Background: an optimization exercise with open tools, aiming at small area, a short achievable clock period and few clock cycles. Do not read the settings as production practice.
RTL that was checked went through simulation tests only; none was proved equivalent to the original.
Power figures rest on the tool's default switching activity, not on a simulated workload.

Setup of job 101:
## bdm_codec
module bdm_codec (
    input  wire         clk,
    input  wire         rst,
    input  wire         req_valid,
    output wire         req_ready,
    input  wire [7:0]   req,
    input  wire [7:0]   p0,
    input  wire [7:0]   p1,
    input  wire [39:0]  hdr,
    input  wire [8:0]   din_len,
    input  wire         din_valid,
    output wire         din_ready,
    input  wire [7:0]   din_data,
    output wire         dout_valid,
    input  wire         dout_ready,
    output wire [7:0]   dout_data,
    output wire         dout_last,
    output wire         done,
    output wire [3:0]   st,
    output wire [2:0]   cls,
    output wire [7:0]   rb,
    output wire         rf,
    output wire [7:0]   opc,
    output wire [7:0]   ctl,
    output wire [7:0]   len,
    output wire [191:0] fld,
    output wire [7:0]   fv
);
    localparam [3:0] ST_OK        = 4'h0,
                     ST_EMPTY     = 4'h1,
                     ST_TRUNC     = 4'h2,
                     ST_CHECKSUM  = 4'h3,
                     ST_LENGTH    = 4'h4,
  ...
For scale: roughly 220 flip-flops, about 340 I/O pins.
==> flow/config.mk <==
export PLATFORM = sky130hd
export DESIGN_NAME = bdm_codec
export DESIGN_NICKNAME = bdm_codec
export VERILOG_FILES = /design/flow/design.v
export SDC_FILE = /design/flow/constraint.sdc
export NUM_CORES = 4
export LEC_CHECK = 0
export ABC_AREA = 1
export CAP_MARGIN = 20
export CORE_MARGIN = 2
export CORE_UTILIZATION = 40
export CTS_BUF_LIST = sky130_fd_sc_hd__clkbuf_16
export CTS_CLUSTER_DIAMETER = 80
export CTS_CLUSTER_SIZE = 20
export PLACE_DENSITY = 0.75
export SETUP_SLACK_MARGIN = 3.55
export SLEW_MARGIN = 20
==> flow/constraint.sdc <==
create_clock -name core_clock -period 6.0 [get_ports {clk}]
set_input_delay 1.2000 -clock core_clock [delete_from_list [all_inputs] [get_ports {clk}]]
set_output_delay 1.2000 -clock core_clock [all_outputs]
set_load 0.01 [all_outputs]
standard.sh (not shown) runs the stock make flow with config.mk's settings and CLKGATE_MAP_FILE= SYNTH_SCRIPT=/design/flow/synth_recipe.tcl, a recipe that flattens the netlist after the stock synthesis.
==> flow/flow/run.sh <==
#!/bin/bash
set -euo pipefail
export BUFFER_PORTS_ARGS="-buffer_cell sky130_fd_sc_hd__buf_1"
bash standard.sh > standard.log 2>&1
Testbench counts of job 101, summed over its fixed seeds: cycles 26,864.
Input-level comparison between job 102 and job 101:
Settings: swapping 40 for 45 in CORE_UTILIZATION; swapping 0.75 for 0.7 in PLACE_DENSITY; swapping 3.55 for 3.5 in SETUP_SLACK_MARGIN.
Notes after the runs:
Job 102 completed; timing, DRC and antenna clean
Non-clock buffer total of the final layout (job 102 over job 101): decrease, 5
The fraction of area in multi-input gates of job 102 exceeds that of job 101 by 0.60 points.
Diff job 101 -> job 102: final wirelength moved down, met3 global-route usage moved down.
Modified inputs, job 103 compared to job 102
Settings: CORE_UTILIZATION: 45 -> 40.
- Total setup buffers inserted after CTS: job 103 vs job 102 identical
- Sequential share of cell area, job 102 and job 103, lower one = job 103.
- [job 103] core utilization fell 5.9 points relative to job 102
- Taking job 102 as the reference, in job 103 fraction of met3 tracks used by global routing decreased by 0.18 points relative to the old numbers; worst-case headroom to the max-slew limit increased by 21 points relative to the old numbers.
For job 104, these inputs were changed with respect to job 103:
Settings: a change of PLACE_DENSITY from 0.7 to 0.75.
### Flow results
Power in job 104 is 0.000021 W below job 103.
On switching component of the power: between job 103 and job 104, it ends up lower for job 104.
Status: internal power parity (job 103, job 104)
Job 104 — peak supply drop about 13% higher, job 103 as reference
Job 104 — detailed-routed wire length on met2 0.77% higher, job 103 as reference

========
bdm_codec, a different RTL version from the one above (not shown whole).
For scale: roughly 1,400 cells after synthesis, ~220 flip-flops, about 11,000 um2 of cells after synthesis.
clock: 6.0 ns
lec_check: 0
abc_area: 1
cap_margin: 20
core_margin: 2
core_utilization: 40
cts_buf_list: sky130_fd_sc_hd__clkbuf_16
cts_cluster_diameter: 80
cts_cluster_size: 20
gpl_timing_driven: 0
place_density: 0.7
setup_slack_margin: 3.5
slew_margin: 20
Scripts as last shown in full above: flow/flow/run.sh
The first run produced a clean layout.
Testbench counts at the start, summed over its fixed seeds: cycles 26,864.
==> next run, changes <==
GPL_TIMING_DRIVEN = not set   (was 0)
PLACE_DENSITY = not set   (was 0.7)
Result:
- setup slack is better by 0.12 ns
- synthesized area stays the same
- global-route usage came out lower by 0.47 points
- total power came out lower by 0.85%

========
Another version of the RTL of bdm_codec (not shown whole).
For scale: roughly 0.013 mm² of cells after synthesis.
## bdm_codec
module bdm_codec (
    input  wire         clk,
    input  wire         rst,
    input  wire         req_valid,
    output wire         req_ready,
    input  wire [7:0]   req,
    input  wire [7:0]   p0,
    input  wire [7:0]   p1,
    input  wire [39:0]  hdr,
    input  wire [8:0]   din_len,
    input  wire         din_valid,
    output wire         din_ready,
    input  wire [7:0]   din_data,
    output wire         dout_valid,
    input  wire         dout_ready,
    output wire [7:0]   dout_data,
    output wire         dout_last,
    output wire         done,
    output wire [3:0]   st,
    output wire [2:0]   cls,
    output wire [7:0]   rb,
    output wire         rf,
    output wire [7:0]   opc,
    output wire [7:0]   ctl,
    output wire [7:0]   len,
    output wire [191:0] fld,
    output wire [7:0]   fv
);
    localparam [3:0] ST_OK        = 4'h0,
                     ST_EMPTY     = 4'h1,
                     ST_TRUNC     = 4'h2,
                     ST_CHECKSUM  = 4'h3,
                     ST_LENGTH    = 4'h4,
                     ST_UNEXP_OPC = 4'h5,
                     ST_PAY_SHORT = 4'h6,
                     ST_TOO_LONG  = 4'h7,
                     ST_ILL_OP    = 4'h8,
                     ST_ILL_ENT   = 4'h9;
    reg         rr;          
  ...
make LEC_CHECK=0 CAP_MARGIN=20 CORE_MARGIN=2 CORE_UTILIZATION=40 SETUP_SLACK_MARGIN=3.5 SLEW_MARGIN=20 finish   # period 6.0 ns
run.sh (not shown) runs the stock make flow with config.mk's settings and CLKGATE_MAP_FILE= SYNTH_SCRIPT=/design/flow/synth_recipe.tcl, a recipe that flattens the netlist after the stock synthesis.
Stock flow here: none of the scripts above is used.
Then changed:
==> flow/flow/run.sh (new file) <==
#!/bin/bash
set -euo pipefail
export BUFFER_PORTS_ARGS="-buffer_cell sky130_fd_sc_hd__buf_1"
bash standard.sh > standard.log 2>&1
==> flow/standard.sh (new file) <==
#!/bin/bash
# synth_recipe.tcl (not shown) runs the flow's synth.tcl, then flattens the netlist and writes it again
# the make line also repeats each setting of config.mk as NAME=value (left out here)
make -C /OpenROAD-flow-scripts/flow DESIGN_CONFIG=/design/flow/config.mk WORK_HOME=/design/flow/orfs CLKGATE_MAP_FILE= SYNTH_SCRIPT=/design/flow/synth_recipe.tcl "${@:-finish}"
removed: flow/run.sh
After rerunning:
- global-route usage goes down by 1.6 points
- sequential cell count stays the same
- hold slack stays flat
- register-to-register slack improved by 0.05 ns
No functional check of the RTL was part of any run of this note.

========
Setup of job 8118:
bdm_codec with an RTL version that a note above also has.
For scale: roughly 1200 cells after synthesis, about 220 flip-flops, ~340 I/O pins, ~11000 um^2 of cells after synthesis.
Settings: LEC_CHECK=0, CAP_MARGIN=20, CORE_MARGIN=2, CORE_UTILIZATION=40, CTS_BUF_LIST=sky130_fd_sc_hd__clkbuf_8, SETUP_SLACK_MARGIN=3.5, SLEW_MARGIN=20; clock period 6.0 ns.
standard.sh (not shown) runs the stock make flow with config.mk's settings and CLKGATE_MAP_FILE= SYNTH_SCRIPT=/design/flow/synth_recipe.tcl, a recipe that flattens the netlist after the stock synthesis.
==> flow/flow/run.sh <==
#!/bin/bash
set -euo pipefail
export BUFFER_PORTS_ARGS="-buffer_cell sky130_fd_sc_hd__buf_1"
bash standard.sh > standard.log 2>&1
Testbench counts of job 8118, summed over its fixed seeds: cycles 26,864.
## Diff of input files: job 7081 against job 8118
--- a/flow/config.mk
+++ b/flow/config.mk
@@ -7,0 +8 @@
+export ABC_AREA = 1
Notes after the runs:
- Looking at worst-path cell with the longest stage delay, the sky130_fd_sc_hd__o311ai_0 result is from job 8118; the sky130_fd_sc_hd__dfxtp_4 one comes from job 7081.
- Die size: job 7081 exceeds job 8118
- Final non-filler cell area, job 7081 vs job 8118: up slightly
- Job 7081: non-clock buffer count 4.1% below job 8118
The inputs of job 5966 differ from those of job 7081 as listed below.
--- a/flow/config.mk
+++ b/flow/config.mk
@@ -12 +12,4 @@
-export CTS_BUF_LIST = sky130_fd_sc_hd__clkbuf_8
+export CTS_BUF_LIST = sky130_fd_sc_hd__clkbuf_16
+export CTS_CLUSTER_DIAMETER = 80
+export CTS_CLUSTER_SIZE = 20
+export PLACE_DENSITY = 0.8
Findings:
Relative to job 7081, the met3 global-route usage of job 5966 is higher by 1.4 points. [compare] base=job 7081 new=job 5966: wire length per cell saw a decrease, number of iterations in the first detailed-routing pass saw an increase, portion of the layout cell area used by clock cells saw a decrease, via count saw little to no change, H-tree depth saw a decrease. Row minimum clock period: job 5966 lower / job 7081 higher. Compared to job 7081, job 5966 shows a wider setup margin. Changes observed in job 5966 relative to job 7081: weighted congestion reported at the end of routability-driven placement rose 1.4%; post-route total power went down about 10%; maximum frequency picked up an extra 5.0 MHz.
Modified inputs, job 1541 compared to job 5966
--- a/flow/config.mk
+++ b/flow/config.mk
@@ -15 +14,0 @@
-export PLACE_DENSITY = 0.8
@@ -17,0 +17 @@
+export TNS_END_PERCENT = 0
### Flow results
Density: job 1541 sparser than job 5966. Compared with job 5966, job 1541 shows final layout net count that has gone down slightly. Job 1541 finished all stages; the layout is clean. From job 5966 to job 1541 the numbers moved as follows: clock share of power level; clock-pin transition on the worst setup and hold timing paths level; number of unique standard cell types used by synthesis level; global routing usage on met2 moved up. Across both runs, count of clock-net buffers in the final layout was lower for job 1541 than for job 5966. Relative to job 5966, final setup slack of the worst path decreased by 0.17 ns in job 1541. The power per cell area in job 1541 was higher than what job 5966 gave. [compare] base=job 5966 new=job 1541: clock period minus final worst setup slack went up 0.17 ns, total internal power decreased 0.000030 W.

static timing again, ports no longer ideal:
The results above use ideal ports. As a check the final layouts listed here were re-extracted and re-timed, cells and wires unchanged. Step 1: set_driving_cell puts a clkbuf_16 on clk and a buf_2 on each other input, an assumption about the parent block. Step 2, shift: input delay + t, output delay - t, t = (earliest + latest rising clock arrival at the registers) / 2. This alone moves slack from input paths to output paths. Slacks: ideal ports / drivers / drivers and shift; pairs: ideal ports / drivers.
| run | t (ns) | setup WS [ns] | hold WS [ns] | slew at the worst register clock pin (ns) | worst data-port slew with drivers (ns) |
|---|---|---|---|---|---|
| job 101 | 0.540 | 3.480 / 3.433 / 3.064 | 0.476 / 0.476 / 0.476 | 0.09 / 0.09 | 0.08 |
| job 102 | 0.528 | 3.544 / 3.504 / 3.048 | 0.471 / 0.471 / 0.471 | 0.10 / 0.10 | 0.08 |
| job 103 | 0.533 | 3.547 / 3.504 / 3.051 | 0.471 / 0.471 / 0.471 | 0.10 / 0.10 | 0.08 |
| job 104 | 0.540 | 3.513 / 3.467 / 3.041 | 0.474 / 0.474 / 0.474 | 0.09 / 0.09 | 0.07 |
| the first run of note 2 | 0.530 | 3.372 / 3.329 / 3.033 | 0.483 / 0.483 / 0.483 | 0.09 / 0.09 | 0.06 |
| the second run of note 2 | 0.539 | 3.492 / 3.449 / 3.098 | 0.475 / 0.475 / 0.475 | 0.10 / 0.10 | 0.06 |
| the first run of note 3 | 0.582 | 3.180 / 3.130 / 2.806 | 0.494 / 0.494 / 0.494 | 0.07 / 0.07 | 0.11 |
| the second run of note 3 | 0.585 | 3.297 / 3.245 / 2.865 | 0.491 / 0.491 / 0.491 | 0.07 / 0.07 | 0.09 |
| job 8118 | 0.586 | 3.460 / 3.453 / 2.903 | 0.484 / 0.484 / 0.484 | 0.06 / 0.06 | 0.06 |
| job 7081 | 0.573 | 3.475 / 3.438 / 2.989 | 0.470 / 0.470 / 0.470 | 0.07 / 0.07 | 0.06 |
| job 5966 | 0.542 | 3.506 / 3.453 / 3.071 | 0.484 / 0.484 / 0.484 | 0.10 / 0.10 | 0.06 |
| job 1541 | 0.544 | 3.339 / 3.294 / 2.874 | 0.471 / 0.471 / 0.471 | 0.09 / 0.09 | 0.07 |
After both steps setup and hold are still met in every run listed. The setup slack of job 8118, which loses most, moves by -0.007 ns with the drivers and by -0.557 ns with both steps.
